This is an optimization exercise on Yosys and OpenROAD, whose aim is small area, a short achievable clock period and few clock cycles per item, not a production implementation.
Where RTL was checked, it was by simulation tests only, not by an equivalence proof against the original.
Function not checked in run 6: the RTL went through the layout flow alone.
No activity file was given, so power comes from the tool's default toggle rates.

`design/flow/config.mk`:
```
export PLATFORM = sky130hd
export DESIGN_NAME = bb_sync
export DESIGN_NICKNAME = bb_sync
export VERILOG_FILES = /design/flow/design.v
export SDC_FILE = /design/flow/constraint.sdc
export NUM_CORES = 4
export LEC_CHECK = 0
export ABC_AREA = 1
export CAP_MARGIN = 20
export CORE_MARGIN = 2
export CORE_UTILIZATION = 40
export CTS_BUF_LIST = sky130_fd_sc_hd__clkbuf_8
export SETUP_SLACK_MARGIN = 1.5
export SLEW_MARGIN = 20
```
`design/flow/constraint.sdc`:
```
create_clock -name core_clock -period 4.5 [get_ports {clk}]
set_input_delay 0.9000 -clock core_clock [delete_from_list [all_inputs] [get_ports {clk}]]
set_output_delay 0.9000 -clock core_clock [all_outputs]
set_load 0.01 [all_outputs]
```
`design/flow/design.v`:
```
module bb_sync (
    input  wire        clk,
    input  wire        rst,           
    input  wire        cmd_valid,
    output wire        cmd_ready,
    input  wire [31:0] cmd_data,
    output wire        kbc_rd,
    output wire        kbc_port,      
    input  wire        kbc_ack,
    input  wire [7:0]  kbc_rdata,
    output wire        rec_valid,
    input  wire        rec_ready,
    output wire [31:0] rec_data
);
    reg  [1:0]  sub_r;
    reg         kbd_pending;
    reg  [1:0]  mouse_slot;
    reg  [7:0]  mouse_b0, mouse_b1;
    reg         gs1, gap, gs2, gco;    
    reg  [14:0] x_sum;                 
    reg  [15:0] y_sum;
    reg  [7:0]  gest_xlen, gest_tol;
    reg         g2;                    
    reg         gq;                    
    reg         g2_cx, g2_sx;          
    reg         g2_cy, g2_sy;
    reg         g2_xk1, g2_xk0;        
    reg         g2_yk1, g2_yk0;        
    reg         cb_v;
    reg         cb_rdy;        
    reg  [1:0]  cb_grp;
    reg  [1:0]  cb_mem;
    reg  [23:0] cb_arg;
    reg         e_rd;          
    reg         e_port;        
    reg         e_wt;          
    reg         e_ch;          
    reg         e_mq;          
    reg  [3:0]  e_cnt;         
    reg  [2:0]  e_code;        
    reg         b_v;
    reg         b_ch;
    reg  [2:0]  b_code;
    reg  [7:0]  b_byte;
    reg         b_pkt;         
    reg         o_v;
    reg         o_pkt;         
    reg         o_k1;          
    reg         o_k2;          
    reg         o_dis;         
    reg         o_gd;          
    reg  [7:0]  o_byte;
    reg         gd_p;          
    assign kbc_rd   = e_rd;
    assign kbc_port = e_port;
    wire o_key = o_k1 | o_k2;
    assign rec_valid = o_v;
    assign rec_data[31]    = 1'b1;
    assign rec_data[30:27] = 4'd0;
    assign rec_data[26]    = o_dis;
    assign rec_data[25]    = o_pkt | o_gd;
    assign rec_data[24]    = o_key | o_gd;
    assign rec_data[23:18] = {6{o_pkt}} & o_byte[7:2];
    assign rec_data[17]    = (o_pkt & o_byte[1]) | o_k2;
    assign rec_data[16]    = (o_pkt & o_byte[0]) | (o_key & ~o_byte[7]);
    assign rec_data[15:10] = ({6{o_pkt}} & mouse_b1[7:2]) | ({6{o_k2}} & o_byte[7:2]);
    assign rec_data[9:8]   = ({2{o_pkt}} & mouse_b1[1:0]) | ({2{o_k2 | o_dis}} & o_byte[1:0]);
    assign rec_data[7:3]   = ({5{o_pkt}} & mouse_b0[7:3]) | ({5{o_k1}} & o_byte[7:3]) |
                             ({5{o_k2}} & 5'b11100);
    assign rec_data[2:0]   = ({3{o_pkt}} & mouse_b0[2:0]) | ({3{o_k1}} & o_byte[2:0]) |
                             ({3{o_dis}} & o_byte[4:2]);
    wire [7:0]  opc = cmd_data[31:24];
    wire z23_0 = (cmd_data[23:0] == 24'd0);
    wire z23_1 = (cmd_data[23:1] == 23'd0);
    wire z23_8 = (cmd_data[23:8] == 16'd0);
    reg  [3:0]  d_kind;
    always @(*) begin
        d_kind = 4'b10_10;                        
        case (opc)
            8'h00: if (z23_0) d_kind = 4'b00_00;
            8'h01: if (z23_1) d_kind = 4'b00_01;
            8'h02: if (z23_1) d_kind = 4'b00_10;
            8'h03: if (z23_8) d_kind = 4'b01_00;
            8'h10: if (z23_0) d_kind = 4'b01_01;
            8'h20: if (z23_0) d_kind = 4'b01_10;
            8'h11: if (z23_8) d_kind = 4'b10_00;
            8'h21: if (z23_8) d_kind = 4'b10_01;
            8'h30: if (cmd_data[5:3] == 3'd0) d_kind = 4'b11_00;
            8'h31: if (z23_0) d_kind = 4'b11_01;
            8'h32: if (cmd_data[23:16] == 8'd0) d_kind = 4'b11_10;
            default: ;
        endcase
    end
    wire r_ok   = !o_v && !gd_p && !g2;      
    wire r_b    = b_v && r_ok;               
    wire bfree  = !b_v || r_ok;              
    wire e_idle = !e_rd && !e_wt && !e_mq;
    wire cb_simple = (cb_grp == 2'd0);
    wire cb_drain  = (cb_grp == 2'd1);
    wire cb_bop    = (cb_grp == 2'd2);
    wire cb_gop    = (cb_grp == 2'd3);
    wire bop_go = cb_v && cb_bop && e_idle && bfree;
    wire g_free = cb_v && cb_gop && e_idle && !b_v && r_ok;
    wire g_op   = g_free && (cb_mem != 2'd0);          
    wire g_prep = g_free && (cb_mem == 2'd0) && !gq;   
    wire cons_reg = cb_v && (cb_simple || (cb_drain && e_idle)) || bop_go || g_op || gq;
    assign cmd_ready = cb_rdy;
    wire rd_now    = e_rd && kbc_ack;
    wire st_obf    = kbc_rdata[0];
    wire last_poll = (e_cnt == 4'd9);
    wire fin_now   = rd_now && (e_port || (!st_obf && last_poll));
    wire dk = cb_mem[0] || (!cb_mem[1] && !cb_mem[0] && cb_arg[0] && sub_r[0]);
    wire dm = cb_mem[1] || (!cb_mem[1] && !cb_mem[0] && cb_arg[1] && sub_r[1]);
    wire take_drain = cb_v && cb_drain && (e_idle || (fin_now && !e_mq));
    wire cons       = cons_reg || take_drain;
    wire e_free_n = !take_drain && (e_idle || (fin_now && !e_mq));
    wire b_v_n    = (b_v && !r_b) || fin_now || bop_go;
    wire r_ok_n   = !gd_p && (!o_v || rec_ready) && !r_b && !g_go;
    wire       ld_n  = cmd_valid && cmd_ready;
    wire       cbv_n = ld_n || (cb_v && !cons);
    wire [1:0] grp_n = ld_n ? d_kind[3:2] : cb_grp;
    wire [1:0] mem_n = ld_n ? d_kind[1:0] : cb_mem;
    reg        cons_n;
    always @(*) begin
        case (grp_n)
            2'd0:    cons_n = 1'b1;
            2'd1:    cons_n = e_free_n;
            2'd2:    cons_n = e_free_n && !b_v_n;
            default: cons_n = (mem_n == 2'd0) ? (!ld_n && g_prep) : (e_free_n && !b_v_n && r_ok_n);
        endcase
    end
    function gt8(input [7:0] a, input [7:0] b, input eq);
        integer i;
        reg r;
        begin
            r = eq;
            for (i = 0; i < 8; i = i + 1)
                r = (a[i] & ~b[i]) | ((a[i] | ~b[i]) & r);
            gt8 = r;
        end
    endfunction
    function gt15(input [14:0] a, input [14:0] b, input eq);
        integer i;
        reg r;
        begin
            r = eq;
            for (i = 0; i < 15; i = i + 1)
                r = (a[i] & ~b[i]) | ((a[i] | ~b[i]) & r);
            gt15 = r;
        end
    endfunction
    wire r_pkt = b_pkt && r_ok;
    reg  [1:0] slot_after;
    always @(*) begin
        slot_after = mouse_slot;
        if (r_b && b_ch && b_code == 3'd0)
            case (mouse_slot)
                2'd0:    slot_after = b_byte[3] ? 2'd1 : 2'd0;
                2'd1:    slot_after = 2'd2;
                default: slot_after = 2'd0;
            endcase
    end
    wire g_go  = r_pkt || gq;
    wire [2:0] g_btn = mouse_b0[2:0];
    wire [8:0] g_dx  = {mouse_b0[4], mouse_b1};
    wire [8:0] g_dy  = {mouse_b0[5], b_byte};
    wire        g_lb = g_btn[0];
    wire        g_rb = g_btn[1];
    wire        g_mb = g_btn[2];
    wire        left_only  =  g_lb && !g_rb && !g_mb;
    wire        right_only = !g_lb &&  g_rb && !g_mb;
    wire        released   = !g_lb && !g_rb && !g_mb;
    wire        sx = g_dx[8];
    wire        sy = g_dy[8];
    wire [7:0]  ux = g_dx[7:0] ^ {8{sx}};
    wire [7:0]  uy = g_dy[7:0] ^ {8{sy}};
    wire        ax = gt8(ux, gest_tol, sx);
    wire        ay = gt8(uy, gest_tol, sy);
    wire        dx_lt = sx && ax;             
    wire        dy_lt = sy && ay;             
    wire        dy_gt = !sy && ay;            
    wire [8:0]  x_lo = {1'b0, x_sum[7:0]} + {1'b0, g_dx[7:0]};
    wire [8:0]  y_lo = {1'b0, y_sum[7:0]} + {1'b0, g_dy[7:0]};
    wire        x_long = (x_sum[14:8] != 7'd0) || gt8(x_sum[7:0], gest_xlen, 1'b1);
    wire        steep  = gt15(y_sum[14:0] ^ {15{gs2}}, x_sum, gs2) && (!gs2 || y_sum[15]);
    wire        acc1 = gs1 && left_only  && !(dx_lt || dy_lt);
    wire        acc2 = gs2 && right_only && !(dx_lt || dy_gt);
    wire        acc  = acc1 || acc2;
    wire        gidle  = !gs1 && !gap && !gs2 && !gco;
    wire        ap_ok  = !(g_lb || g_mb || ax || ay);
    wire        n_s1   = (gidle && left_only) || acc1;
    wire        n_ap   = (gs1 && released && x_long && steep) || (gap && ap_ok && !g_rb);
    wire        n_s2   = (gap && ap_ok && g_rb) || acc2;
    wire        g_done = gs2 && released && x_long && steep;
    wire        n_co   = gco || g_done;
    function [7:0] incdec(input [7:0] x, input up, input dn);
        integer i;
        reg [7:0] r, m;
        begin
            for (i = 0; i < 8; i = i + 1) begin
                m = (8'd1 << i) - 8'd1;
                r[i] = x[i] ^ ((up & ((x & m) == m)) | (dn & ((x & m) == 8'd0)));
            end
            incdec = r;
        end
    endfunction
    wire [7:0]  x_hi  = incdec({1'b0, x_sum[14:8]}, g2_cx & !g2_sx, g2_sx & !g2_cx);
    wire [7:0]  y_hi  = incdec(y_sum[15:8],         g2_cy & !g2_sy, g2_sy & !g2_cy);
    wire        g2_xk = g2_cx ? g2_xk1 : g2_xk0;
    wire        g2_yk = g2_cy ? g2_yk1 : g2_yk0;
    wire        x_a1 = (x_sum[14:8] == 7'h7F);
    wire        x_a0 = (x_sum[14:8] == 7'h00);
    wire        y_a1 = (y_sum[14:8] == 7'h7F);
    wire        y_a0 = (y_sum[14:8] == 7'h00);
    wire        xk_c1 = !(!sx && x_a1);                        
    wire        xk_c0 = !(sx && x_a0);                         
    wire        yk_c1 = ((y_sum[15] ^ (!sy && y_a1)) == gs2);
    wire        yk_c0 = ((y_sum[15] ^ (sy && y_a0)) == gs2);
    reg [2:0] v_code;
    always @(*) begin
        if (kbc_rdata[7])                 v_code = 3'd2;    
        else if (kbc_rdata[6])            v_code = 3'd3;    
        else if (kbc_rdata[5] != e_ch)    v_code = 3'd4;    
        else                              v_code = 3'd0;
    end
    always @(posedge clk) begin
        if (rst) begin
            sub_r       <= 2'b00;
            kbd_pending <= 1'b0;
            mouse_slot  <= 2'd0;
            gs1         <= 1'b0;
            gap         <= 1'b0;
            gs2         <= 1'b0;
            gco         <= 1'b0;
            x_sum       <= 15'd0;
            y_sum       <= 16'd0;
            gest_xlen   <= 8'h00;
            gest_tol    <= 8'h00;
            g2          <= 1'b0;
            cb_v        <= 1'b0;
            cb_rdy      <= 1'b1;
            e_rd        <= 1'b0;
            e_wt        <= 1'b0;
            e_mq        <= 1'b0;
            b_v         <= 1'b0;
            b_pkt       <= 1'b0;
            gq          <= 1'b0;
            o_v         <= 1'b0;
            gd_p        <= 1'b0;
        end else begin
            if (cmd_valid && cmd_ready) cb_v <= 1'b1;
            else if (cons)              cb_v <= 1'b0;
            cb_rdy <= !cbv_n || cons_n;
            if (cb_v && cb_simple && cb_mem != 2'd0) begin
                if (cb_arg[0]) sub_r[1] <= cb_mem[0];
                else           sub_r[0] <= cb_mem[0];
            end
            if (o_v && rec_ready) begin
                o_v  <= gd_p;
                gd_p <= 1'b0;
            end
            if (r_b) begin
                b_v   <= 1'b0;
                b_pkt <= 1'b0;
            end
            if (fin_now) begin
                b_v   <= 1'b1;
                b_pkt <= e_ch && e_port && (e_code == 3'd0) && (slot_after == 2'd2);
            end
            if (bop_go) begin
                b_v   <= 1'b1;
                b_pkt <= (cb_mem == 2'd1) && (slot_after == 2'd2);
            end
            if (rd_now) begin
                if (!e_port) begin
                    if (st_obf) begin
                        if (!bfree) begin e_rd <= 1'b0; e_wt <= 1'b1; end
                    end else if (e_cnt == 4'd8 && !bfree) begin
                        e_rd <= 1'b0; e_wt <= 1'b1;
                    end
                end
            end else if (e_wt && bfree) begin
                e_wt <= 1'b0;
                e_rd <= 1'b1;
            end
            if (fin_now) begin
                e_mq <= 1'b0;
                e_rd <= e_mq;
            end
            if (take_drain) begin
                e_mq <= dk && dm;
                e_rd <= dk || dm;
            end
            if (r_b && b_code == 3'd0) begin
                if (!b_ch) begin
                    kbd_pending <= (b_byte == 8'hE0);
                end else begin
                    case (mouse_slot)
                        2'd0: if (b_byte[3]) mouse_slot <= 2'd1;
                        2'd1: mouse_slot <= 2'd2;
                        default: mouse_slot <= 2'd0;
                    endcase
                end
            end
            if (r_b) begin
                if (b_code != 3'd0) o_v <= 1'b1;
                else if (!b_ch)     o_v <= (b_byte != 8'hE0);
                else                o_v <= (mouse_slot == 2'd0) ? !b_byte[3] : (mouse_slot == 2'd2);
            end
            gq <= g_prep;
            if (g_go) begin
                gs1 <= n_s1;
                gap <= n_ap;
                gs2 <= n_s2;
                gco <= n_co;
                g2  <= acc;
                x_sum[7:0] <= acc ? x_lo[7:0] : 8'd0;
                y_sum[7:0] <= acc ? y_lo[7:0] : 8'd0;
                if (!acc) begin
                    x_sum[14:8] <= 7'd0;
                    y_sum[15:8] <= 8'd0;
                end
                if (r_pkt) gd_p <= g_done;
                else       o_v  <= g_done;
            end
            if (g2) begin
                g2 <= 1'b0;
                if (g2_xk) x_sum[14:8] <= x_hi[6:0];
                else       x_sum       <= 15'd0;
                if (g2_yk) y_sum[15:8] <= y_hi;
                else       y_sum       <= 16'd0;
            end
            if (g_op && cb_mem[0]) begin
                gs1   <= 1'b0;
                gap   <= 1'b0;
                gs2   <= 1'b0;
                gco   <= 1'b0;
                x_sum <= 15'd0;
                y_sum <= 16'd0;
            end
            if (g_op && cb_mem[1]) begin
                gest_xlen <= cb_arg[7:0];
                gest_tol  <= cb_arg[15:8];
            end
        end
    end
    always @(posedge clk) begin
        if (cmd_ready) begin
            cb_grp <= d_kind[3:2];
            cb_mem <= d_kind[1:0];
            cb_arg <= cmd_data[23:0];
        end
        if (rd_now && !e_port) begin
            if (st_obf) begin
                e_code <= v_code;
                e_port <= 1'b1;
            end else begin
                e_cnt <= e_cnt + 4'd1;
            end
        end
        if (fin_now && e_mq) begin
            e_ch   <= 1'b1;
            e_cnt  <= 4'd0;
            e_port <= 1'b0;
        end
        if (take_drain) begin
            e_ch   <= !dk;
            e_cnt  <= 4'd0;
            e_port <= 1'b0;
        end
        if (fin_now) begin
            b_ch   <= e_ch;
            b_code <= e_port ? e_code : 3'd1;
            b_byte <= kbc_rdata;
        end
        if (bop_go) begin
            b_ch   <= cb_mem[0];
            b_code <= cb_mem[1] ? 3'd6 : 3'd0;
            b_byte <= cb_arg[7:0];
        end
        if (o_v && rec_ready && gd_p) begin
            o_pkt <= 1'b0;
            o_k1  <= 1'b0;
            o_k2  <= 1'b0;
            o_dis <= 1'b0;
            o_gd  <= 1'b1;
        end
        if (r_b) begin
            o_pkt <= 1'b0;
            o_k1  <= 1'b0;
            o_k2  <= 1'b0;
            o_dis <= 1'b0;
            o_gd  <= 1'b0;
            if (b_code != 3'd0) begin
                o_dis  <= 1'b1;
                o_byte <= {3'd0, b_code, (b_code == 3'd6) ? 2'd2 : {1'b0, b_ch}};
            end else if (!b_ch) begin
                o_k1   <= !kbd_pending;
                o_k2   <= kbd_pending;
                o_byte <= b_byte;
            end else if (mouse_slot == 2'd0) begin
                o_dis  <= 1'b1;
                o_byte <= {3'd0, 3'd5, 2'd1};
            end else begin
                o_pkt  <= 1'b1;
                o_byte <= b_byte;
            end
        end
        if (gq) begin
            o_pkt <= 1'b0;
            o_k1  <= 1'b0;
            o_k2  <= 1'b0;
            o_dis <= 1'b0;
            o_gd  <= 1'b1;
        end
        if (b_ch && b_code == 3'd0 && r_b) begin
            if (mouse_slot == 2'd0) mouse_b0 <= b_byte;
            if (mouse_slot == 2'd1) mouse_b1 <= b_byte;
        end
        if (g_prep) begin
            mouse_b0     <= {mouse_b0[7:6], cb_arg[23], cb_arg[14], mouse_b0[3], cb_arg[2:0]};
            mouse_b1     <= cb_arg[13:6];
            b_byte       <= cb_arg[22:15];
            cb_arg[15:0] <= {mouse_b1, mouse_b0};
        end
        if (gq) begin
            mouse_b0 <= cb_arg[7:0];
            mouse_b1 <= cb_arg[15:8];
        end
        if (g_go) begin
            g2_cx  <= x_lo[8];
            g2_sx  <= sx;
            g2_cy  <= y_lo[8];
            g2_sy  <= sy;
            g2_xk1 <= xk_c1;
            g2_xk0 <= xk_c0;
            g2_yk1 <= yk_c1;
            g2_yk0 <= yk_c0;
        end
    end
endmodule
```
`design/flow/flow/run.sh`:
```
#!/bin/bash
# Standard layout, except that the port buffers are buf_2 cells instead of
# the delay cells buffer_ports picks by default. Every port is still buffered.
set -euo pipefail
export BUFFER_PORTS_ARGS="-buffer_cell sky130_fd_sc_hd__buf_2"
bash standard.sh > standard.log 2>&1
```
`design/flow/standard.sh`:
```
#!/bin/bash
# synth_recipe.tcl (not shown) runs the flow's synth.tcl, then flattens the netlist and writes it again
# the make line also repeats each setting of config.mk as NAME=value (left out here)
make -C /OpenROAD-flow-scripts/flow DESIGN_CONFIG=/design/flow/config.mk WORK_HOME=/design/flow/orfs CLKGATE_MAP_FILE= SYNTH_SCRIPT=/design/flow/synth_recipe.tcl "${@:-finish}"
```
==> run_results.csv, run 1 <==
group,metric,value,unit
status,outcome,"complete, no violations",
setup_path,start_kind,"flop",
drt,finalWirelength,25580,um
clocking,cts_sinks,153,
global_route,grt_pass1_vias,7628,
timing,fin_ws,1.639,ns
timing,fin_worst_skew,0.01757,ns
synthesis,synth_cells,1194,
floorplanning,core_area,0.02264,mm2
cells_and_area,antenna_cells,0,
floorplanning,dieHeight,155.7,um
place,place.gp.congestion,0.9120,
flow_run,max-cap-violations,0,
pwr,p_leak,4.391,nW
synthesis,ys_top_cells_by_area,"edfxtp_1 25%, dfxtp_1 17%, nand2_1 10%, inv_1 7.4%, o21ai_0 4.2%",
timing,tns,0,ns
drt,wl_per_cell,16.49,um
clocking,clk_path_buf_depth,2,
synthesis,async_reset_ff_share,0,%
setup_path,rr_worst_depth,7,
synthesis,avgSynthCellArea,7.714,um2
clocking,clkTransAtPathRegs,0.08,ns
timing,layout_min_cycle_time,2.861,ns
timing,tightest_slew,1.041,ns
setup_path,critPathBufInv,2,
synthesis,yosys.cell_types.count,59,
cells_and_area,drive_gt1_share,12.56,%
global_route,gr-total-overflow,0,
setup_path,r2r_slack,1.72,ns
drt,drt-initial-drc-count,708,
drt,drc,0,
min_path,worstHoldEndpoint,"gest_xlen[0]$_SDFFE_PP0P_",
clocking,cts_tree,"built",
setup_path,end_kind,"primary output",
floorplanning,num_rows,55,
synthesis,synth_edf_count,76,
synthesis,seq_area_frac_synth,41.52,%
floorplanning,start_util,40.68,%
drt,drt-pass1-iter-count,5,
setup_path,max_stage_delay,0.61,ns
place,place_ws,1.512,ns
pwr,power.density,488.4,mW/mm2
synthesis,synth_most_common_cell,"nand2_1",
clocking,cts_inserted_buffers,17,
min_path,whs_path_depth,2,
timing,slew_viol_final,0,
timing,hold_viol,0,
pwr,pwr-share-clk,22.1,%
floorplanning,die-width,155.7,um
global_route,grt_start_max_net_pins,46,
setup_path,worstPathRequired,3.60,ns
timing,setup_violations,0,
min_path,hp-class,"flop to flop",
drt,vias_per_cell,5.235,
cells_and_area,syn_to_final_growth,10.49,%
setup_path,critPathSlowestCell,"dfxtp_2",
pwr,power.switching,0.001990,W
synthesis,synth_seq_cells,153,
setup_path,worstSetupPathType,"flop to primary output",
pwr,p_comb_share,35.9,%
clocking,cts_resized,2,
synthesis,synthesis.area,0.009210,mm2
timing,rsz0062_at_grt,"no",
clocking,hold_buffers,0,
cells_and_area,final_nets,1323,
pwr,p_sw_share,40.04,%
setup_path,crit_fanout,19,
floorplanning,boundaryPins,81,
synthesis,ys_warn_count,1,
global_route,use_met1,30.36,%
cells_and_area,fillers,2263,
floorplanning,fp.dieArea,0.02425,mm2
timing,fmaxAchievable,349.5,MHz
setup_path,r2r_end,"cb_rdy$_SDFF_PP1_",
clocking,root_buffer,"clkbuf_8",
place,dp_hpwl,19690,um
setup_path,cp_cell_sequence,"inv_1 > o21ai_0 > buf_2",
setup_path,critical-path-top-delay-family,"flip-flops",
synthesis,yosys-top-cells-count,"248 x nand2_1, 182 x inv_1, 98 x nor2_1",
global_route,antenna_found_initial,0,
setup_path,r2r_start,"gq$_SDFF_PP0_",
timing,post-route-period-util,63.58,%
global_route,grt_first_pass_wirelength,40980,um
global_route,grt.busiest_layer,"met2",
drt,num_vias,8120,
global_route,use_met2,33.73,%
synthesis,synth_top_area_cell,"edfxtp_1",
setup_path,cp.arrival,1.96,ns
pwr,p_int,0.002980,W
drt,ant_nets,0,
global_route,grt_usage,21.74,%
synthesis,synth_top_area_share,24.78,%
pwr,ir_drop,0.0002167,V
clocking,cts_setup_buffers,0,
clocking,clock_latency,0.46,ns
min_path,hold_start,"gest_xlen[0]$_SDFFE_PP0P_",
clocking,htreeDepth,4,
synthesis,ys.flop_type,"dfxtp_1",
pwr,seqPwrFrac,42.0,%
place,portBuffers,75,
timing,slew_headroom,30.42,%
global_route,grt_use_met3,3.972,%
-- how the worst max path moves through the flow --
stage / start / end / slack [ns] / depth (start not counted)
global route: gq$_SDFF_PP0_ / x_sum[6]$_SDFF_PP0_ / 1.50 / 7
finish: o_pkt$_SDFFE_PP0P_ / rec_data[17] / 1.64 / 3
CTS: o_pkt$_SDFFE_PP0P_ / rec_data[17] / 1.69 / 3
detailed placement: g2$_SDFF_PP0_ / mouse_b0[4]$_DFFE_PP_ / 1.51 / 11
floorplan: cmd_data[21] / cb_rdy$_SDFF_PP1_ / 2.09 / 14
global placement: g2$_SDFF_PP0_ / mouse_b0[4]$_DFFE_PP_ / 1.52 / 11
-- worst min-delay path, cell delays in order (launching register included) --
cell and delay, ns:
dfxtp_1 0.32, inv_1 0.05, a211oi_1 0.06
-- sequential cells by signal (all words and copies together) (netlist names), 2 cells and up --
register,cells
mouse_b1,8
sub_r,2
cb_mem,2
x_sum,15
mouse_b0,8
cb_grp,2
e_cnt,4
mouse_slot,2
gest_tol,8
e_code,3
cb_arg,24
o_byte,8
gest_xlen,8
y_sum,16
b_byte,8
b_code,3
-- cell type report --
cell class | instances | area, um2 | area share (%)
Inverter | 190 | 713.2 | 7.008
Sequential cell | 153 | 3825 | 37.59
Clock buffer | 18 | 247.7 | 2.435
Clock inverter | 14 | 158.9 | 1.562
Tap cell | 285 | 356.6 | 3.504
Multi-Input combinational cell | 812 | 4469 | 43.92
Timing Repair Buffer | 79 | 405.4 | 3.984
-- power by group through the flow --
stage          sequential [W]  combinational [W]  clock, W
2_1_floorplan         0.00196            0.00134         0
3_3_place_gp          0.00211            0.00176         0
3_5_place_dp          0.00211            0.00177         0
4_1_cts               0.00208            0.00178   0.00111
5_1_grt               0.00212            0.00203   0.00117
6_report              0.00209            0.00178   0.00110
-- cell families after synthesis --
family | count (synthesis) | share of synthesized area [%]
multiplexers | 3 | 0.3261
XOR/XNOR | 49 | 4.660
AND/OR/NAND/NOR | 489 | 23.88
flip-flops | 153 | 41.52
AO/OA/AOI/OAI | 241 | 15.81
buffers and inverters | 232 | 10.16
adder cells (fa/ha/maj) | 25 | 3.559
other | 2 | 0.08154
-- per-stage QoR --
step / hold slack (ns) / std cells / power (W) / util, % / instance area, um2
2_1_floorplan: 0.4297 / 1197 / 0.003300 / - / 9221
3_3_place_gp: 0.4514 / 1519 / 0.003878 / 43.11 / 9761
3_5_place_dp: 0.4530 / 1519 / 0.003887 / 43.11 / 9761
4_1_cts: 0.4689 / 1551 / 0.004977 / 44.92 / 10170
5_1_grt: 0.4905 / 1551 / 0.005315 / 44.95 / 10180
6_report: 0.4681 / 1551 / 0.004970 / 44.95 / 10180
-- layer usage --
layer / vias up / share of wire, %
met5: - / 0
li1: 4080 / -
met2: 261 / 44
met4: 0 / 2.7
met1: 3735 / 47
met3: 44 / 5.9
-- cells in the final DEF, fill, tap and decap left out, drive strengths merged, types with 4 or more instances in the layout --
cell,synthesis,layout
a211oi,16,16
a21oi,71,71
a22o,6,6
a31oi,7,7
buf,13,79
clkbuf,29,18
clkinv,2,5
conb,2,5
dfxtp,77,77
edfxtp,76,76
ha,23,23
inv,188,193
nand2,250,250
nand3,71,71
nand3b,4,4
nand4,17,17
nor2,100,100
nor3,18,18
nor4,8,8
o211ai,8,8
o21ai,88,88
o21bai,4,4
o221ai,14,14
o22ai,9,9
or2,18,18
xnor2,30,30
xor2,19,19
Testbench counts, summed over its fixed seeds: cycles 26,047, ops 5,600.
==> run 2, diff against run 1 <==
--- a/design/flow/config.mk
+++ b/design/flow/config.mk
@@ -9,6 +9,6 @@
 export CAP_MARGIN = 20
 export CORE_MARGIN = 2
-export CORE_UTILIZATION = 40
+export CORE_UTILIZATION = 55
 export CTS_BUF_LIST = sky130_fd_sc_hd__clkbuf_8
-export SETUP_SLACK_MARGIN = 1.5
+export SETUP_SLACK_MARGIN = 2.0
 export SLEW_MARGIN = 20
==> run 2 against run 1 <==
Compared with the run above: die area down 27%; synthesized cell count unchanged; clock skew down 0.0026 ns; routed wire length shrank 0.18%; via count increased by 2.9%; setup slack gained 0.43 ns; fmax rose by 17%; hold slack got worse by 0.0089 ns; largest power group unchanged; highest routed layer unchanged.
==> run_results.csv, run 2 <==
group,metric,value,unit
global_route,gr-total-overflow,0,
place,place.gp.congestion,0.9111,
cells_and_area,final_common_cell,"nand2_1",
synthesis,synth_top_area_cell,"edfxtp_1",
setup_path,critPathBufInv,2,
floorplanning,die-width,133.4,um
cells_and_area,antenna_cells,0,
synthesis,synthesis.area,0.009210,mm2
flow_run,max-cap-violations,0,
setup_path,start_kind,"flop",
floorplanning,num_rows,47,
floorplanning,boundaryPins,81,
pwr,p_int,0.002913,W
drt,vias_per_cell,5.478,
synthesis,yosys-top-cells-count,"248 x nand2_1, 182 x inv_1, 98 x nor2_1",
setup_path,cp_cell_sequence,"inv_1 > o221ai_1 > buf_2",
clocking,root_buffer,"clkbuf_8",
pwr,p_leak,4.577,nW
setup_path,worstPathRequired,3.60,ns
cells_and_area,fin_util,63.86,%
synthesis,yosys.cell_types.count,59,
setup_path,end_kind,"primary output",
synthesis,synth_top_area_share,24.78,%
timing,hold_viol,0,
place,portBuffers,75,
drt,wl_per_cell,16.74,um
setup_path,max_stage_delay,0.52,ns
timing,layout_min_cycle_time,2.436,ns
pwr,total_power,0.004971,W
floorplanning,fp.dieArea,0.01780,mm2
floorplanning,core_area,0.01647,mm2
clocking,clkTransAtPathRegs,0.09,ns
floorplanning,start_util,55.93,%
timing,tightest_slew,0.8274,ns
status,outcome,"complete, no violations",
pwr,seqPwrFrac,41.4,%
cells_and_area,largest_registers,"cb_arg (24), y_sum (16), x_sum (15)",
drt,finalWirelength,25530,um
drt,drc,0,
cells_and_area,syn_to_final_growth,14.17,%
timing,slew_headroom,44.78,%
synthesis,async_reset_ff_share,0,%
synthesis,synth_seq_cells,153,
timing,setup_violations,0,
pwr,power.switching,0.002058,W
global_route,grt_usage,29.28,%
clocking,clk_path_buf_depth,2,
cells_and_area,mostFrequentLayoutCells,"242 x nand2_1, 179 x inv_1, 97 x nor2_1",
floorplanning,dieHeight,133.4,um
synthesis,avgSynthCellArea,7.714,um2
pwr,ir_drop,0.0002538,V
drt,ant_nets,0,
clocking,cts_inserted_buffers,17,
synthesis,ys.flop_type,"dfxtp_1",
pwr,p_comb_share,39.0,%
setup_path,critical-path-top-delay-family,"flip-flops",
drt,drt-initial-drc-count,807,
synthesis,synth_cells,1194,
timing,slew_viol_final,0,
synthesis,ys_top_cells_by_area,"edfxtp_1 25%, dfxtp_1 17%, nand2_1 10%, inv_1 7.4%, o21ai_0 4.2%",
global_route,grt_pass1_vias,7926,
timing,fmaxAchievable,410.6,MHz
synthesis,synth_edf_count,76,
min_path,hp-class,"flop to flop",
pwr,p_sw_share,41.40,%
timing,tns,0,ns
setup_path,critPathSlowestCell,"edfxtp_1",
clocking,clock_latency,0.47,ns
cells_and_area,largest_register_ff_count,24,
drt,num_vias,8354,
cells_and_area,final_nets,1362,
timing,post-route-period-util,54.12,%
setup_path,cp.arrival,1.54,ns
pwr,pwr-share-clk,19.6,%
global_route,antenna_found_initial,0,
synthesis,synth_most_common_cell,"nand2_1",
cells_and_area,regMostFlops,"cb_arg",
clocking,htreeDepth,4,
synthesis,seq_area_frac_synth,41.52,%
setup_path,worstSetupPathType,"flop to primary output",
place,dp_hpwl,19020,um
clocking,cts_tree,"built",
timing,fin_worst_skew,0.01495,ns
synthesis,ys_warn_count,1,
timing,rsz0062_at_grt,"yes",
setup_path,crit_fanout,5,
global_route,grt_start_max_net_pins,46,
pwr,power.density,472.8,mW/mm2
drt,drt-pass1-iter-count,7,
global_route,grt_first_pass_wirelength,40630,um
cells_and_area,drive_gt1_share,16.93,%
clocking,cts_sinks,153,
-- run 2: cell types whose count changed in the layout (fill, tap and decap cells not counted), moves of 4 or more --
cell | previous run | this run
inv_1 | 185 | 179
buf_4 | 4 | 38
clkinvlp_4 | 3 | 7
nand2_1 | 248 | 242
clkinv_4 | 1 | 5
-- run 2: power groups by stage --
stage	sequential [W]	combinational (W)	clock (W)
floorplan	0.00196	0.00134	0
global placement	0.00208	0.00177	0
detailed placement	0.00208	0.00178	0
CTS	0.00205	0.00180	0.000976
global route	0.00208	0.00216	0.00104
finish	0.00206	0.00194	0.000972
-- run 2: worst min-delay path, delay by kind of cell, from the launching register on --
kind / cells / cell delay (ns)
buffers and inverters: 1 / 0.05
AO/OA/AOI/OAI: 1 / 0.05
flip-flops: 1 / 0.32
-- run 2: cell families after synthesis --
kind of cell / after synthesis / synth area share, %
AO/OA/AOI/OAI: 241 / 15.81
other: 2 / 0.08154
adder cells (fa/ha/maj): 25 / 3.559
XOR/XNOR: 49 / 4.660
AND/OR/NAND/NOR: 489 / 23.88
multiplexers: 3 / 0.3261
flip-flops: 153 / 41.52
buffers and inverters: 232 / 10.16
-- run 2: worst paths after layout --
check,start,to,slack [ns],depth (start not counted)
max,mouse_b0[1]$_DFFE_PP_,rec_data[1],2.06,3
min,gco$_SDFFE_PP0N_,gco$_SDFFE_PP0N_,0.46,2
max reg2reg,mouse_b0[5]$_DFFE_PP_,x_sum[14]$_SDFFE_PP0P_,2.14,14
min reg2reg,gco$_SDFFE_PP0N_,gco$_SDFFE_PP0N_,0.46,2
-- run 2: layer usage --
metal	part of all wire, %	up-vias	GRT usage (%)
li1	-	4174	-
met1	43	3872	37.08
met2	48	265	49.23
met3	6.1	43	6.849
met4	2.9	0	10.34
met5	0	-	0
-- run 2: through the flow --
| step | instances | hold WS, ns | instance area (um2) | setup WS [ns] |
|---|---|---|---|---|
| after floorplan | 1197 | 0.4297 | 9221 | 2.090 |
| after global placement | 1455 | 0.4429 | 9687 | 1.668 |
| after detailed placement | 1455 | 0.4457 | 9687 | 1.634 |
| after CTS | 1494 | 0.4581 | 10110 | 1.931 |
| after global routing | 1525 | 0.5029 | 10520 | 1.971 |
| final | 1525 | 0.4592 | 10520 | 2.064 |
-- run 2: timing repair --
action                     in CTS  in global routing
hold buffers                    0                  0
pin swaps                       0                 14
hold endpoints to repair        0                  0
setup buffers                   7                 30
setup endpoints to repair      75                104
cloned                          0                  1
gates resized for setup         5                 41
-- run 2: cell type report --
type                       count  area (um2)
fill                        1513        5951
multi-input combinational    813        4592
inverter                     190       730.7
tap                          220       275.3
clock buffer                  17       234.0
clock inverter                15       122.6
sequential                   153        3831
timing repair buffer         117       729.5
==> run 3, diff against run 2 <==
--- a/design/flow/config.mk
+++ b/design/flow/config.mk
@@ -11,4 +11,4 @@
 export CORE_UTILIZATION = 55
 export CTS_BUF_LIST = sky130_fd_sc_hd__clkbuf_8
-export SETUP_SLACK_MARGIN = 2.0
+export SETUP_SLACK_MARGIN = 2.3
 export SLEW_MARGIN = 20
==> run 3 against run 2 <==
Compared with the run above: still clean; critical path depth rose by 1; synthesized cell count did not move; non-clock buffer count rose by 29; sequential share of layout area fell by 2.4 points; via count rose by 3.1%; global-route usage rose by 0.39 points; critical path type unchanged; critical endpoint is now rec_data[4].
==> run_results.csv, run 3 <==
group,metric,value,unit
pwr,power.density,476.0,mW/mm2
status,outcome,"complete, no violations",
floorplanning,boundaryPins,81,
synthesis,synth_seq_cells,153,
setup_path,r2r_slack,2.14,ns
drt,drc,0,
setup_path,cp_cell_sequence,"buf_4 > nand2_1 > o21ai_1 > buf_2",
floorplanning,core_area,0.01647,mm2
drt,drt-pass1-iter-count,8,
setup_path,start_kind,"flop",
pwr,total_power,0.005366,W
synthesis,muxShareOfSynthArea,0.3260,%
synthesis,seq_area_frac_synth,41.52,%
timing,whs,0.4703,ns
synthesis,synthAdderAreaFrac,3.559,%
cells_and_area,antenna_cells,0,
drt,wl_per_cell,17.23,um
synthesis,synth_top_area_cell,"edfxtp_1",
min_path,hp-class,"flop to flop",
timing,tightest_slew,0.8423,ns
synthesis,async_reset_ff_share,0,%
global_route,grt_first_pass_wirelength,40990,um
pwr,p_leak,4.841,nW
synthesis,yosys-top-cells-count,"248 x nand2_1, 182 x inv_1, 98 x nor2_1",
clocking,cts_sinks,153,
clocking,htreeDepth,4,
pwr,ir_drop,0.0002798,V
setup_path,crit_fanout,8,
global_route,gr-total-overflow,0,
timing,fmaxAchievable,417.0,MHz
cells_and_area,mostFrequentLayoutCells,"232 x nand2_1, 168 x inv_1, 89 x nor2_1",
clocking,clkTransAtPathRegs,0.10,ns
cells_and_area,regMostFlops,"cb_arg",
clocking,root_buffer,"clkbuf_8",
global_route,grt_start_max_net_pins,46,
cells_and_area,final_common_cell,"nand2_1",
cells_and_area,final_nets,1391,
timing,layout_min_cycle_time,2.398,ns
drt,num_vias,8612,
setup_path,worstPathRequired,3.60,ns
drt,drt-initial-drc-count,631,
clocking,cts_inserted_buffers,17,
cells_and_area,syn_to_final_growth,22.39,%
cells_and_area,largest_register_ff_count,24,
synthesis,synth_xor_area_share,4.660,%
clocking,hold_buffers,0,
synthesis,avgSynthCellArea,7.714,um2
synthesis,ys_warn_count,1,
place,place.gp.congestion,0.8810,
synthesis,synth_edf_count,76,
clocking,clk_path_buf_depth,2,
timing,slew_headroom,43.79,%
synthesis,ys_top_cells_by_area,"edfxtp_1 25%, dfxtp_1 17%, nand2_1 10%, inv_1 7.4%, o21ai_0 4.2%",
timing,fin_worst_skew,0.01582,ns
flow_run,max-cap-violations,0,
place,portBuffers,75,
timing,post-route-period-util,53.29,%
setup_path,end_kind,"primary output",
synthesis,synthesis.area,0.009210,mm2
drt,ant_nets,0,
floorplanning,fp.dieArea,0.01780,mm2
cells_and_area,drive_gt1_share,23.54,%
clocking,clock_latency,0.48,ns
drt,finalWirelength,26780,um
synthesis,synth_cells,1194,
timing,slew_viol_final,0,
setup_path,worstSetupPathType,"flop to primary output",
timing,hold_viol,0,
setup_path,cp.arrival,1.50,ns
floorplanning,die-width,133.4,um
synthesis,synth_top_area_share,24.78,%
floorplanning,start_util,55.93,%
timing,setup_violations,0,
place,dp_hpwl,18850,um
timing,tns,0,ns
synthesis,synth_most_common_cell,"nand2_1",
global_route,antenna_found_initial,1,
global_route,grt_usage,29.67,%
floorplanning,num_rows,47,
floorplanning,dieHeight,133.4,um
synthesis,yosys.cell_types.count,59,
synthesis,synth_top_family_by_area,"simple AND/OR/NAND/NOR gates",
synthesis,synth_compound_area_share,15.81,%
synthesis,ys.flop_type,"dfxtp_1",
synthesis,synth-simple-area-share,23.88,%
cells_and_area,largest_registers,"cb_arg (24), y_sum (16), x_sum (15)",
setup_path,critPathSlowestCell,"edfxtp_1",
global_route,grt_pass1_vias,7730,
drt,vias_per_cell,5.542,
timing,rsz0062_at_grt,"yes",
clocking,cts_tree,"built",
setup_path,max_stage_delay,0.54,ns
[run 3: report_power, final]
group	total (W)	switching, W	internal, W
Sequential	0.00207	0.000280	0.00179
Clock	0.00112	0.000607	0.000515
Combinational	0.00218	0.00129	0.000883
[run 3: final cells by class]
cell class                 count  area, um2
clock inverter                15      178.9
inverter                     190      737.0
tap                          220      275.3
multi-input combinational    813       4883
clock buffer                  17      234.0
sequential                   153       3841
fill                        1397       5194
timing repair buffer         146       1122
[run 3: what timing repair did]
action / CTS / global route
endpoints found under the setup margin: 138 / 128
buffers inserted: 41 / 23
resized for setup: 56 / 107
pin swaps: 15 / 30
cloned: 2 / 2
[run 3: per-stage QoR]
step / worst slack (ns) / utilization [%] / area [um2] / cells
after CTS: 2.134 / 64.93 / 10690 / 1529
after detailed placement: 1.714 / 59.04 / 9722 / 1454
final: 2.102 / 68.46 / 11270 / 1554
after floorplan: 2.118 / - / 9264 / 1197
after global routing: 1.954 / 68.46 / 11270 / 1554
after global placement: 1.713 / 59.04 / 9722 / 1454
[run 3: final timing paths]
path / startpoint / endpoint / cells after the start
hold / removal: gco$_SDFFE_PP0N_ / gco$_SDFFE_PP0N_ / 2
setup reg to reg: mouse_b0[4]$_DFFE_PP_ / x_sum[13]$_SDFFE_PP0P_ / 16
hold reg to reg: gco$_SDFFE_PP0N_ / gco$_SDFFE_PP0N_ / 2
setup / recovery: mouse_b0[4]$_DFFE_PP_ / rec_data[4] / 4
[run 3: worst max-delay path, delay by kind of cell (launching register included)]
family | cells | cell delay (ns)
simple gates | 1 | 0.07
buf+inv | 2 | 0.34
compound gates | 1 | 0.07
flops | 1 | 0.54
[run 3: logic make-up after synthesis]
kind of cell               after synthesis
and+or+nand+nor                        489
AOI/OAI and AO/OA                      241
buffers and inverters                  232
DFF                                    153
xor gates and xnor gates                49
adders and majority gates               25
muxes                                    3
other                                    2
[run 3: routing by layer]
layer | share of wire [%] | vias up | track usage [%] | wire length, um
met3 | 6.1 | 61 | 5.479 | 1629
met4 | 3.3 | 2 | 11.41 | 882
met1 | 43 | 4002 | 39.15 | 11510
met5 | 0.049 | - | 0 | 13
li1 | - | 4237 | - | -
met2 | 48 | 310 | 48.71 | 12750
==> run 4, diff against run 3 <==
--- a/design/flow/config.mk
+++ b/design/flow/config.mk
@@ -9,6 +9,6 @@
 export CAP_MARGIN = 20
 export CORE_MARGIN = 2
-export CORE_UTILIZATION = 55
+export CORE_UTILIZATION = 65
 export CTS_BUF_LIST = sky130_fd_sc_hd__clkbuf_8
-export SETUP_SLACK_MARGIN = 2.3
+export SETUP_SLACK_MARGIN = 2.0
 export SLEW_MARGIN = 20
==> run 4 against run 3 <==
Compared with the run above: first-iteration DRC count up 79%; setup slack lost 0.069 ns; critical path type unchanged; final area decreased by 6.8%; highest routed layer is now met4; clock power is essentially flat; combinational power fell by 11%; clock skew decreased by 0.0041 ns; synthesized area did not move.
==> run_results.csv, run 4 <==
group,metric,value,unit
status,outcome,"complete, no violations",
place,dp_hpwl,18010,um
setup_path,setup.worst_path.end,"rec_data[7]",
clocking,cts_tree,"built",
floorplanning,core_area,0.01388,mm2
clocking,cts_sinks,153,
setup_path,cp.arrival,1.57,ns
synthesis,yosys.cell_types.count,59,
setup_path,crit_fanout,4,
cells_and_area,area.sequential,0.003830,mm2
synthesis,synth_most_common_cell,"nand2_1",
synthesis,avgSynthCellArea,7.714,um2
setup_path,worstPathRequired,3.60,ns
drt,finalWirelength,24970,um
synthesis,synth_top_area_share,24.78,%
setup_path,start_kind,"flop",
clocking,htreeDepth,4,
synthesis,ys_warn_count,1,
setup_path,rr_worst_depth,13,
setup_path,worstSetupPathType,"flop to primary output",
synthesis,ys_top_cells_by_area,"edfxtp_1 25%, dfxtp_1 17%, nand2_1 10%, inv_1 7.4%, o21ai_0 4.2%",
cells_and_area,finalNonFillerCells,1483,
global_route,gr-total-overflow,0,
drt,ant_nets,0,
place,dp_cells,1414,
pwr,p_leak,4.580,nW
cells_and_area,antenna_cells,0,
drt,vias_per_cell,5.783,
timing,fin_worst_skew,0.01173,ns
synthesis,synth_edf_count,76,
cells_and_area,final_nets,1360,
timing,setup_violations,0,
drt,highest_layer,"met4",
cells_and_area,drive_gt1_share,16.73,%
setup_path,end_kind,"primary output",
cells_and_area,mostFrequentLayoutCells,"243 x nand2_1, 178 x inv_1, 96 x nor2_1",
drt,num_vias,8576,
synthesis,synthesis.area,0.009210,mm2
synthesis,synth_top_area_cell,"edfxtp_1",
floorplanning,dieHeight,123.0,um
synthesis,synth_seq_cells,153,
clocking,hold_buffers,0,
flow_run,max-cap-violations,0,
timing,layout_min_cycle_time,2.467,ns
drt,drc,0,
clocking,clk_path_buf_depth,2,
timing,hold_viol,0,
floorplanning,boundaryPins,81,
min_path,hp-class,"flop to flop",
synthesis,async_reset_ff_share,0,%
floorplanning,die-width,123.0,um
timing,post-route-period-util,54.82,%
cells_and_area,largest_registers,"cb_arg (24), y_sum (16), x_sum (15)",
drt,drt-pass1-iter-count,8,
clocking,cts_inserted_buffers,17,
drt,drt-initial-drc-count,1131,
clocking,root_buffer,"clkbuf_8",
timing,fmaxAchievable,405.3,MHz
global_route,grt_first_pass_wirelength,38530,um
timing,tightest_slew,0.7003,ns
synthesis,synth_cells,1194,
cells_and_area,largest_register_ff_count,24,
synthesis,seq_area_frac_synth,41.52,%
global_route,grt_pass1_vias,7695,
setup_path,startpoint,"o_byte[7]$_SDFFCE_PP0P_",
timing,tns,0,ns
place,place.gp.congestion,0.9412,
synthesis,ys.flop_type,"dfxtp_1",
setup_path,critPathSlowestCell,"edfxtp_1",
drt,wl_per_cell,16.84,um
floorplanning,fp.dieArea,0.01514,mm2
pwr,power.density,491.8,mW/mm2
clocking,clock_latency,0.48,ns
pwr,ir_drop,0.0003221,V
cells_and_area,regMostFlops,"cb_arg",
setup_path,r2r_start,"mouse_b0[4]$_DFFE_PP_",
cells_and_area,final_common_cell,"nand2_1",
timing,slew_headroom,52.72,%
timing,rsz0062_at_grt,"yes",
synthesis,yosys-top-cells-count,"248 x nand2_1, 182 x inv_1, 98 x nor2_1",
setup_path,r2r_slack,2.12,ns
drt,routed-wl-met3,2041,um
global_route,antenna_found_initial,0,
cells_and_area,syn_to_final_growth,14.06,%
global_route,grt_start_max_net_pins,46,
floorplanning,num_rows,43,
place,portBuffers,75,
setup_path,r2r_end,"x_sum[9]$_SDFFE_PP0P_",
cells_and_area,multiInputGateArea,0.004571,mm2
drt,dr_wl_met2,11830,um
setup_path,cp_cell_sequence,"a221o_1 > buf_2",
timing,slew_viol_final,0,
cells_and_area,fillers,1075,
drt,wirelength_met1,10330,um
min_path,hold_start,"gco$_SDFFE_PP0N_",
global_route,grt_usage,33.51,%
floorplanning,start_util,66.35,%
clocking,clkTransAtPathRegs,0.09,ns
setup_path,max_stage_delay,0.50,ns
run 4: layer usage:
| metal | track usage [%] | vias to the layer above |
|---|---|---|
| met5 | 0 | - |
| met4 | 11.15 | 0 |
| met3 | 7.472 | 59 |
| met2 | 56.18 | 397 |
| met1 | 43.06 | 3961 |
| li1 | - | 4159 |
run 4: cell type report:
| class | instances | area share, % |
|---|---|---|
| well taps | 180 | 2.144 |
| repair buffers | 114 | 6.872 |
| multi-input cells | 813 | 43.51 |
| inverters | 190 | 6.908 |
| clock buffers | 17 | 2.227 |
| clock inverters | 15 | 1.810 |
| repair inverters | 1 | 0.07146 |
| flip-flops and latches | 153 | 36.46 |
run 4: worst max-delay path: cells and delay by family, from the launching register on:
| kind | cells | cell delay [ns] |
|---|---|---|
| AOI/OAI and AO/OA | 1 | 0.43 |
| buffers and inverters | 1 | 0.16 |
| DFF | 1 | 0.50 |
run 4: timing repair:
item | 4_1_cts | 5_1_grt
resized for setup | 6 | 31
endpoints found under the setup margin | 70 | 95
setup buffers | 6 | 29
pin swaps | 0 | 6
cloned | 0 | 2
run 4: worst min-delay path by stage:
| stage | slack (ns) | to | cells past startpoint |
|---|---|---|---|
| 6_report | 0.47 | gco$_SDFFE_PP0N_ | 2 |
| 5_1_grt | 0.50 | gco$_SDFFE_PP0N_ | 2 |
| 4_1_cts | 0.47 | gco$_SDFFE_PP0N_ | 2 |
| 3_5_place_dp | 0.45 | gco$_SDFFE_PP0N_ | 2 |
| 3_3_place_gp | 0.45 | gco$_SDFFE_PP0N_ | 2 |
| 2_1_floorplan | 0.43 | gco$_SDFFE_PP0N_ | 2 |
run 4: through the flow:
step,utilization [%],cell area (um2),total power (W),hold WS (ns),worst slack (ns)
5_1_grt,75.68,10510,0.005484,0.4981,1.937
3_5_place_dp,69.37,9629,0.003833,0.4533,1.630
3_3_place_gp,69.37,9629,0.003798,0.4544,1.677
6_report,75.68,10510,0.005167,0.4725,2.033
2_1_floorplan,-,9221,0.003300,0.4297,2.090
4_1_cts,72.85,10110,0.004961,0.4661,1.964
run 4: kinds of logic after synthesis:
group,synth area share (%)
mux,0.3261
buf+inv,10.16
simple gates,23.88
fa+ha+maj,3.559
compound gates,15.81
other cells,0.08154
flops,41.52
xor+xnor,4.660
run 4: where the power goes:
group          switching [W]  internal, W
logic                0.00120     0.000753
clock network       0.000582     0.000559
registers           0.000291      0.00178
==> run 5, diff against run 4 <==
--- a/design/flow/config.mk
+++ b/design/flow/config.mk
@@ -9,5 +9,5 @@
 export CAP_MARGIN = 20
 export CORE_MARGIN = 2
-export CORE_UTILIZATION = 65
+export CORE_UTILIZATION = 40
 export CTS_BUF_LIST = sky130_fd_sc_hd__clkbuf_8
 export SETUP_SLACK_MARGIN = 2.0
==> run 5 against run 4 <==
Compared with the run above: still clean; register-to-register slack better by 0.02 ns; hold slack worse by 0.0071 ns; final area is 0.68% higher; routed wire length is 6.3% higher; critical path depth is 1 higher; final cell count is 6.3% higher; clock power is 4% lower; count of clock-buffer cells in the layout is 1 higher; fmax is 0.31% lower; core utilization is 29 points lower.
==> run_results.csv, run 5 <==
group,metric,value,unit
timing,fmaxAchievable,404.1,MHz
cells_and_area,largest_register_ff_count,24,
synthesis,synth_top_area_share,24.78,%
timing,fin_ws,2.025,ns
cells_and_area,largest_registers,"cb_arg (24), y_sum (16), x_sum (15)",
flow_run,max-cap-violations,0,
timing,hold_viol,0,
setup_path,start_kind,"flop",
setup_path,worstSetupPathType,"flop to primary output",
cells_and_area,postLayoutCellArea,0.01058,mm2
global_route,gr-total-overflow,0,
cells_and_area,antenna_cells,0,
synthesis,synth_edf_count,76,
timing,tns,0,ns
timing,rsz0062_at_grt,"yes",
drt,wl_per_cell,16.84,um
synthesis,yosys-top-cells-count,"248 x nand2_1, 182 x inv_1, 98 x nor2_1",
timing,tightest_slew,0.7467,ns
synthesis,synthesis.area,0.009210,mm2
drt,ant_nets,0,
global_route,antenna_found_initial,0,
floorplanning,fp.dieArea,0.02425,mm2
clocking,root_buffer,"clkbuf_8",
place,portBuffers,75,
place,place_ws,1.512,ns
cells_and_area,multiInputGateArea,0.004654,mm2
global_route,grt_first_pass_wirelength,41300,um
clocking,cts_sinks,153,
clocking,cts_tree,"built",
setup_path,end_kind,"primary output",
cells_and_area,fillers,2227,
setup_path,crit_fanout,3,
synthesis,yosys.cell_types.count,59,
synthesis,synth_cells,1194,
drt,num_vias,8280,
status,outcome,"complete, no violations",
clocking,clk_path_buf_depth,2,
pwr,power.density,480.9,mW/mm2
floorplanning,core_area,0.02264,mm2
drt,vias_per_cell,5.254,
floorplanning,dieHeight,155.7,um
synthesis,avgSynthCellArea,7.714,um2
setup_path,r2r_slack,2.14,ns
synthesis,ys.flop_type,"dfxtp_1",
global_route,grt_usage,21.90,%
cells_and_area,area.sequential,0.003834,mm2
pwr,p_leak,4.542,nW
pwr,ir_drop,0.0002179,V
floorplanning,boundaryPins,81,
cells_and_area,regMostFlops,"cb_arg",
cells_and_area,syn_to_final_growth,14.84,%
cells_and_area,drive_gt1_share,16.34,%
floorplanning,die-width,155.7,um
synthesis,synth_seq_cells,153,
place,placed_area,0.009761,mm2
timing,fin_worst_skew,0.01738,ns
drt,drc,0,
synthesis,ys_warn_count,1,
pwr,total_power,0.005086,W
clocking,cts_inserted_buffers,17,
drt,drt-initial-drc-count,747,
timing,slew_viol_final,0,
timing,post-route-period-util,55.00,%
clocking,clkTransAtPathRegs,0.09,ns
floorplanning,start_util,40.68,%
synthesis,ys_top_cells_by_area,"edfxtp_1 25%, dfxtp_1 17%, nand2_1 10%, inv_1 7.4%, o21ai_0 4.2%",
synthesis,async_reset_ff_share,0,%
cells_and_area,final_common_cell,"nand2_1",
place,dp_hpwl,19690,um
cells_and_area,mostFrequentLayoutCells,"240 x nand2_1, 182 x inv_1, 96 x nor2_1",
global_route,grt_pass1_vias,7707,
cells_and_area,final_nets,1348,
timing,slew_headroom,50.17,%
place,place.gp.congestion,0.9120,
synthesis,synth_most_common_cell,"nand2_1",
timing,setup_violations,0,
synthesis,synth_top_area_cell,"edfxtp_1",
floorplanning,num_rows,55,
setup_path,worstPathRequired,3.60,ns
clocking,htreeDepth,4,
global_route,grt_start_max_net_pins,46,
drt,finalWirelength,26540,um
synthesis,seq_area_frac_synth,41.52,%
min_path,hp-class,"flop to flop",
timing,layout_min_cycle_time,2.475,ns
clocking,clock_latency,0.46,ns
drt,drt-pass1-iter-count,5,
setup_path,cp.arrival,1.57,ns
==> run 5: cell counts after synthesis <==
Identical to the previous run, type by type.
==> run 5: logic make-up after synthesis <==
kind of cell / count (synthesis) / share of synthesized area, %
AO/OA/AOI/OAI: 241 / 15.81
XOR/XNOR: 49 / 4.660
adder cells (fa/ha/maj): 25 / 3.559
buffers and inverters: 232 / 10.16
flip-flops: 153 / 41.52
multiplexers: 3 / 0.3261
other: 2 / 0.08154
AND/OR/NAND/NOR: 489 / 23.88
==> run 5: repair_timing <==
item / 4_1_cts / 5_1_grt
hold buffers: 0 / 0
resized for setup: 13 / 46
endpoints found under the setup margin: 83 / 92
setup buffers: 9 / 13
gates cloned: 0 / 3
pin swaps: 0 / 15
==> run 5: final cells by class <==
type	count	share of cell area (%)
clock buffers	18	2.342
clock inverters	14	1.502
inverters	190	6.861
multi-input cells	815	44.01
flip-flops and latches	153	36.25
well taps	285	3.372
repair buffers	101	5.667
==> run 5: stage by stage <==
step	utilization, %	std cells	hold slack [ns]
2_1_floorplan	-	1197	0.4297
3_3_place_gp	43.11	1519	0.4514
3_5_place_dp	43.11	1519	0.4530
4_1_cts	45.41	1560	0.4689
5_1_grt	46.71	1576	0.4905
6_report	46.71	1576	0.4654
==> run 5: path summary, 6_finish.rpt <==
kind                                       startpoint                 to  cells past startpoint
worst max register to register          g2$_SDFF_PP0_  cb_rdy$_SDFF_PP1_                      8
worst min-delay path                 gco$_SDFFE_PP0N_   gco$_SDFFE_PP0N_                      2
worst min register to register       gco$_SDFFE_PP0N_   gco$_SDFFE_PP0N_                      2
worst max-delay path            mouse_b1[0]$_DFFE_PP_        rec_data[8]                      3
==> run 5: power breakdown <==
part / switching [W] / internal [W] / total, W
clock: 0.000545 / 0.000558 / 0.00110
combinational: 0.00120 / 0.000691 / 0.00189
sequential: 0.000304 / 0.00179 / 0.00209
total: 0.00205 / 0.00304 / 0.00509
==> run 5: worst max-delay path, stage by stage (launching register included) <==
cell and delay, ns:
edfxtp_1 0.44, inv_2 0.12, o22ai_1 0.34, buf_2 0.21
==> run 5: metal layers <==
metal	GRT usage, %	wire, um
met5	0	0
met4	8.038	703
met3	4.083	1695
met2	34.09	11910
met1	30.42	12230
==> run 6, diff against run 5 <==
--- a/design/flow/design.v
+++ b/design/flow/design.v
@@ -438,4 +438,9 @@
             g2_yk0 <= yk_c0;
         end
+        if (rst) begin
+            mouse_b0 <= 8'h00;
+            mouse_b1 <= 8'h00;
+            o_byte   <= 8'h00;
+        end
     end
 endmodule
--- a/design/flow/config.mk
+++ b/design/flow/config.mk
@@ -9,5 +9,5 @@
 export CAP_MARGIN = 20
 export CORE_MARGIN = 2
-export CORE_UTILIZATION = 40
+export CORE_UTILIZATION = 55
 export CTS_BUF_LIST = sky130_fd_sc_hd__clkbuf_8
 export SETUP_SLACK_MARGIN = 2.0
==> run 6 against run 5 <==
Compared with the run above: synthesized area rose by 0.43%; count of clock-buffer cells in the layout shrank 1; sequential power fell by 24%; sequential cell count did not move; clock skew up 0.0011 ns; hold slack worse by 0.0051 ns; via count rose by 5.0%; first-iteration DRC count rose by 7.5%; register-to-register slack about the same.
==> run_results.csv, run 6 <==
group,metric,value,unit
timing,layout_min_cycle_time,2.467,ns
floorplanning,fp.dieArea,0.01787,mm2
cells_and_area,syn_to_final_growth,13.03,%
timing,rsz0062_at_grt,"yes",
global_route,grt_pass1_vias,7952,
drt,wl_per_cell,17.17,um
drt,drt-pass1-iter-count,6,
setup_path,critPathSlowestCell,"dfxtp_4",
place,dp_hpwl,19630,um
clocking,cts_tree,"built",
floorplanning,dieHeight,133.7,um
synthesis,synth_seq_cells,153,
synthesis,yosys-top-cells-count,"274 x nand2_1, 159 x inv_1, 101 x dfxtp_1",
timing,slew_headroom,53.59,%
cells_and_area,largest_register_ff_count,24,
setup_path,end_kind,"primary output",
drt,drt-initial-drc-count,803,
global_route,grt_start_max_net_pins,45,
cells_and_area,mostFrequentLayoutCells,"270 x nand2_1, 154 x inv_1, 94 x nor2_1",
synthesis,async_reset_ff_share,0,%
synthesis,synth_top_area_share,21.86,%
floorplanning,die-width,133.7,um
setup_path,start_kind,"flop",
synthesis,ys_warn_count,1,
floorplanning,boundaryPins,81,
timing,whs,0.4602,ns
drt,num_vias,8693,
global_route,gr-total-overflow,0,
cells_and_area,largest_registers,"cb_arg (24), y_sum (16), x_sum (15)",
synthesis,seq_area_frac_synth,38.74,%
global_route,grt_first_pass_wirelength,42070,um
synthesis,synth_cells,1244,
drt,drc,0,
pwr,power.density,307.4,mW/mm2
cells_and_area,regMostFlops,"cb_arg",
timing,slew_viol_final,0,
floorplanning,num_rows,47,
synthesis,synthesis.area,0.009250,mm2
place,place.gp.congestion,0.9832,
flow_run,max-cap-violations,0,
floorplanning,core_area,0.01652,mm2
setup_path,worstSetupPathType,"flop to primary output",
synthesis,avgSynthCellArea,7.436,um2
min_path,hp-class,"flop to flop",
global_route,grt_usage,30.22,%
floorplanning,start_util,55.98,%
synthesis,yosys.cell_types.count,62,
cells_and_area,final_common_cell,"nand2_1",
synthesis,ys_top_cells_by_area,"dfxtp_1 22%, edfxtp_1 17%, nand2_1 11%, inv_1 6.5%, a21oi_1 4.2%",
clocking,clock_latency,0.47,ns
timing,fmaxAchievable,405.4,MHz
pwr,p_leak,4.445,nW
cells_and_area,final_nets,1389,
cells_and_area,antenna_cells,0,
timing,tightest_slew,0.6954,ns
pwr,ir_drop,0.0003752,V
timing,setup_violations,0,
clocking,clk_path_buf_depth,2,
setup_path,cp_cell_sequence,"buf_4 > a221o_1 > buf_2",
synthesis,ys.flop_type,"dfxtp_1",
setup_path,worstPathRequired,3.60,ns
cells_and_area,drive_gt1_share,16.29,%
timing,fin_worst_skew,0.01845,ns
timing,post-route-period-util,54.81,%
clocking,hold_buffers,0,
clocking,cts_inserted_buffers,17,
drt,finalWirelength,26650,um
cells_and_area,fillers,1576,
place,portBuffers,75,
clocking,clkTransAtPathRegs,0.09,ns
clocking,cts_sinks,153,
timing,tns,0,ns
drt,vias_per_cell,5.601,
drt,ant_nets,0,
setup_path,crit_fanout,15,
synthesis,synth_top_area_cell,"dfxtp_1",
status,outcome,"complete, no violations",
setup_path,max_stage_delay,0.37,ns
clocking,root_buffer,"clkbuf_8",
timing,hold_viol,0,
setup_path,cp.arrival,1.57,ns
global_route,antenna_found_initial,0,
synthesis,synth_edf_count,52,
clocking,htreeDepth,4,
synthesis,synth_most_common_cell,"nand2_1",
-- run 6: what timing repair did --
item | CTS | global route
pin swaps | 0 | 4
endpoints found under the setup margin | 56 | 81
hold endpoints to repair | 0 | 0
gates cloned | 1 | 0
buffers inserted | 5 | 14
gates resized for setup | 15 | 24
-- run 6: layout make-up --
class	count	area, um2	area share, %
Clock buffer	17	234.0	2.238
Clock inverter	15	229.0	2.190
Inverter	167	638.1	6.103
Multi-Input combinational cell	878	4871	46.59
Sequential cell	153	3601	34.44
Tap cell	220	275.3	2.633
Timing Repair Buffer	101	599.3	5.732
Timing Repair inverter	1	7.507	0.07180
-- run 6: critical path, delay by kind of cell, from the launching register on --
family	cells	cell delay, ns
AO/OA/AOI/OAI	1	0.37
flip-flops	1	0.37
buffers and inverters	2	0.36
-- run 6: logic make-up after synthesis --
kind of cell	share of synthesized area, %
and+or+nand+nor	26.17
adders and majority gates	3.544
buffers and inverters	9.549
DFF	38.74
other	0.08119
muxes	0.1082
AOI/OAI and AO/OA	17.16
xor gates and xnor gates	4.640
-- run 6: report_power, final --
| part | total, W | switching, W | internal [W] |
|---|---|---|---|
| Sequential | 0.00158 | 0.0000879 | 0.00149 |
| Clock | 0.00124 | 0.000609 | 0.000629 |
| Combinational | 0.000393 | 0.000250 | 0.000143 |
-- run 6: metal layers --
metal	routed length, um	track usage [%]	share of wire [%]
met1	11890	41.38	45
met2	12160	48.88	46
met3	1947	5.251	7.3
met4	647	9.574	2.4
met5	0	0	0
-- run 6: path summary, 6_finish.rpt --
check / from / to / slack, ns / cells after the start
min: gest_xlen[0]$_SDFFE_PP0P_ / gest_xlen[0]$_SDFFE_PP0P_ / 0.46 / 2
max reg2reg: g2$_SDFF_PP0_ / x_sum[6]$_SDFF_PP0_ / 2.13 / 9
max: o_pkt$_SDFFE_PP0P_ / rec_data[7] / 2.03 / 3
min reg2reg: gest_xlen[0]$_SDFFE_PP0P_ / gest_xlen[0]$_SDFFE_PP0P_ / 0.46 / 2
-- run 6: through the flow --
stage	utilization, %	worst slack [ns]	total power [W]	cells	cell area, um2
6_report	63.27	2.033	0.003213	1552	10460
4_1_cts	62.03	2.014	0.003202	1538	10250
2_1_floorplan	-	2.069	0.001814	1247	9261
3_3_place_gp	58.76	1.675	0.001978	1500	9711
3_5_place_dp	58.76	1.630	0.001983	1500	9711
5_1_grt	63.27	1.925	0.003332	1552	10460

## afterwards: timing with drivers on the ports
Ports are ideal in the flow. The routed layouts listed here were re-timed in OpenROAD. Step 1 sets driving cells, clkbuf_16 on the clock port and buf_2 on the other inputs (assumed; they add their load-dependent delay and slew). Step 2 times the ports against the registers' clock, not the clock port: input delays grow and output delays shrink by t, the midpoint of the rising clock arrivals with the driver on. Slacks: ideal / step 1 / step 2; pairs: ideal / step 1.
run | shift t [ns] | setup WS [ns] | worst setup path at the end | pins driven straight from the clock port
run 1 | 0.491 | 1.639 / 1.599 / 1.660 | input to register | 1
run 2 | 0.501 | 2.064 / 2.021 / 1.713 | input to register | 1
run 3 | 0.514 | 2.102 / 2.060 / 1.767 | input to register | 1
run 4 | 0.516 | 2.033 / 1.993 / 1.633 | input to register | 1
run 5 | 0.494 | 2.025 / 1.986 / 1.754 | input to register | 1
run 6 | 0.506 | 2.033 / 1.993 / 1.703 | input to register | 1
After both steps every run listed still meets setup and hold. The setup slack of run 4, which loses most, moves by -0.040 ns with the drivers and by -0.400 ns with both steps.
